This design comes from an exercise in tuning for small area on the open sky130 flow, not from production work. The RTL was checked by simulation tests, not by an equivalence proof against the original design. Power is estimated from default activity; no workload was simulated.

## ppm_core
module ppm_core (
    input  wire        clk,
    input  wire        rst,           
    input  wire        op_valid,
    input  wire [63:0] op_word,
    output reg         rsp_valid,
    output reg  [1:0]  rsp_status,
    output wire [31:0] rsp_data,
    output wire [1:0]  mode,          
    output wire [15:0] enc_reload,    
    output wire [31:0] err_count      
);
    localparam [1:0] S_OK = 2'd0, S_NOT_READY = 2'd1, S_OUT_OF_RANGE = 2'd2, S_NONE = 2'd3;
    function [32:0] rca;
        input [31:0] a;
        input [31:0] b;
        input        ci;
        integer i;
        reg c;
        begin
            c = ci;
            for (i = 0; i < 32; i = i + 1) begin
                rca[i] = a[i] ^ b[i] ^ c;
                c = (a[i] & b[i]) | (a[i] & c) | (b[i] & c);
            end
            rca[32] = c;
        end
    endfunction
    function ge;
        input [31:0] x;
        input [31:0] c;
        integer i;
        reg g;
        begin
            g = 1'b1;
            for (i = 0; i < 32; i = i + 1)
                g = c[i] ? (x[i] & g) : (x[i] | g);
            ge = g;
        end
    endfunction
    reg [1:0]   mode_q;
    reg [1:0]   rsel_q;           
    reg [87:0]  bank_a;
    reg [87:0]  bank_b;
    reg         bz_q;             
    reg         neg_q;
    reg [3:0]   cnt_q;
    reg [2:0]   ci_q;
    reg [18:0]  r_q;
    reg [31:0]  lr_q;
    reg [6:0]   si_q;             
    reg [18:0]  w_q;
    reg [6:0]   pc_q;             
    reg [1:0]   noisy_q;
    reg [31:0]  fc_q;             
    reg [31:0]  ec_q;             
    reg         pcv_q;            
    wire [3:0]  op     = op_word[63:60];
    wire        f_ovf  = op_word[59];
    wire        f_cpf  = op_word[58];
    wire [15:0] f_pm1  = op_word[31:16];
    wire [15:0] f_val  = op_word[15:0];
    wire is_dec = mode_q[0];
    wire is_enc = mode_q[1];
    wire is_uni = ~mode_q[0] & ~mode_q[1];
    wire op_lrx   = op_valid &  op[3];
    wire op_evt   = op_valid & ~op[3] & (op[2:0] == 3'd0);
  ...
clock: 15.0 ns
lec_check: 0
abc_area: 0
cap_margin: 20
core_margin: 2
core_utilization: 50
place_density: 0.65
slew_margin: 20
standard.sh (not shown) runs the stock make flow with config.mk's settings and CLKGATE_MAP_FILE= SYNTH_SCRIPT=/design/flow/synth_recipe.tcl, a recipe that flattens the netlist after the stock synthesis.
==> flow/flow/run.sh <==
#!/bin/bash
set -euo pipefail
export BUFFER_PORTS_ARGS="-buffer_cell sky130_fd_sc_hd__buf_1"
export CTS_ARGS="-sink_clustering_enable -repair_clock_nets -dont_use_dummy_load -buf_list {sky130_fd_sc_hd__clkbuf_8} -sink_clustering_size 14 -sink_clustering_max_diameter 60"
bash standard.sh finish > flow.log 2>&1
Edit:
==> flow/flow/run.sh (replaced) <==
#!/bin/bash
set -euo pipefail
export BUFFER_PORTS_ARGS="-buffer_cell sky130_fd_sc_hd__buf_1"
export CTS_ARGS="-sink_clustering_enable -repair_clock_nets -dont_use_dummy_load -buf_list {sky130_fd_sc_hd__clkbuf_16} -sink_clustering_size 26 -sink_clustering_max_diameter 80"
bash standard.sh finish > flow.log 2>&1
=>
- via count came out higher by 0.31%
- wire length came out lower by 0.42%
- final cell count came out lower by 0.64%
- setup slack loses 37 ps
- register-to-register slack stays flat
- final area came out higher by 0.30%
Edit:
==> flow/flow/run.sh (replaced) <==
#!/bin/bash
# Layout: the standard flow (standard.sh, with its synthesis unchanged),
# with two settings passed to ORFS:
#  - port buffers use the smallest buffer cell (every port still gets one);
#  - CTS builds the tree from clkbuf_8 with clusters of at most 14 sinks and
#    no dummy loads.
# Each ORFS step writes its full log under orfs/logs/; make's output is in
# flow.log.
set -euo pipefail
export BUFFER_PORTS_ARGS="-buffer_cell sky130_fd_sc_hd__buf_1"
export CTS_ARGS="-sink_clustering_enable -repair_clock_nets -dont_use_dummy_load -buf_list {sky130_fd_sc_hd__clkbuf_8} -sink_clustering_size 14 -sink_clustering_max_diameter 60"
bash standard.sh finish > flow.log 2>&1
What happened:
- The changed run finished clean
- via count falls by 0.31%
- count of clock-buffer cells in the layout rises by 13
- clock power went down by 7.0%
- routed wire length went up by 0.42%
- non-clock buffer count is unchanged

==> afterwards: timing with drivers on the ports <==
The flow's constraints put no driver on any port. The routed layouts listed below were extracted and timed again, unchanged, in two steps.
Step 1: set_driving_cell puts a clkbuf_16 on clk and a buf_2 on each other input, an assumption about the parent block.
Step 2 times the ports against the registers' clock, not the clock port: input delays grow and output delays shrink by t, the midpoint of the rising clock arrivals with the driver on.
Three values: no drivers, after step 1, after step 2; two values: the first two.
| run | t, ns | slack for setup (ns) | latest minus earliest clock arrival (ns) | worst data-port slew with drivers (ns) |
|---|---|---|---|---|
| the first run | 0.580 | 1.601 / 1.599 / 1.019 | 0.076 / 0.076 | 0.09 |
| the second run | 0.560 | 1.564 / 1.584 / 1.024 | 0.076 / 0.076 | 0.08 |
| the third run | 0.580 | 1.601 / 1.599 / 1.019 | 0.076 / 0.076 | 0.09 |
After both steps setup and hold are still met in every run listed.
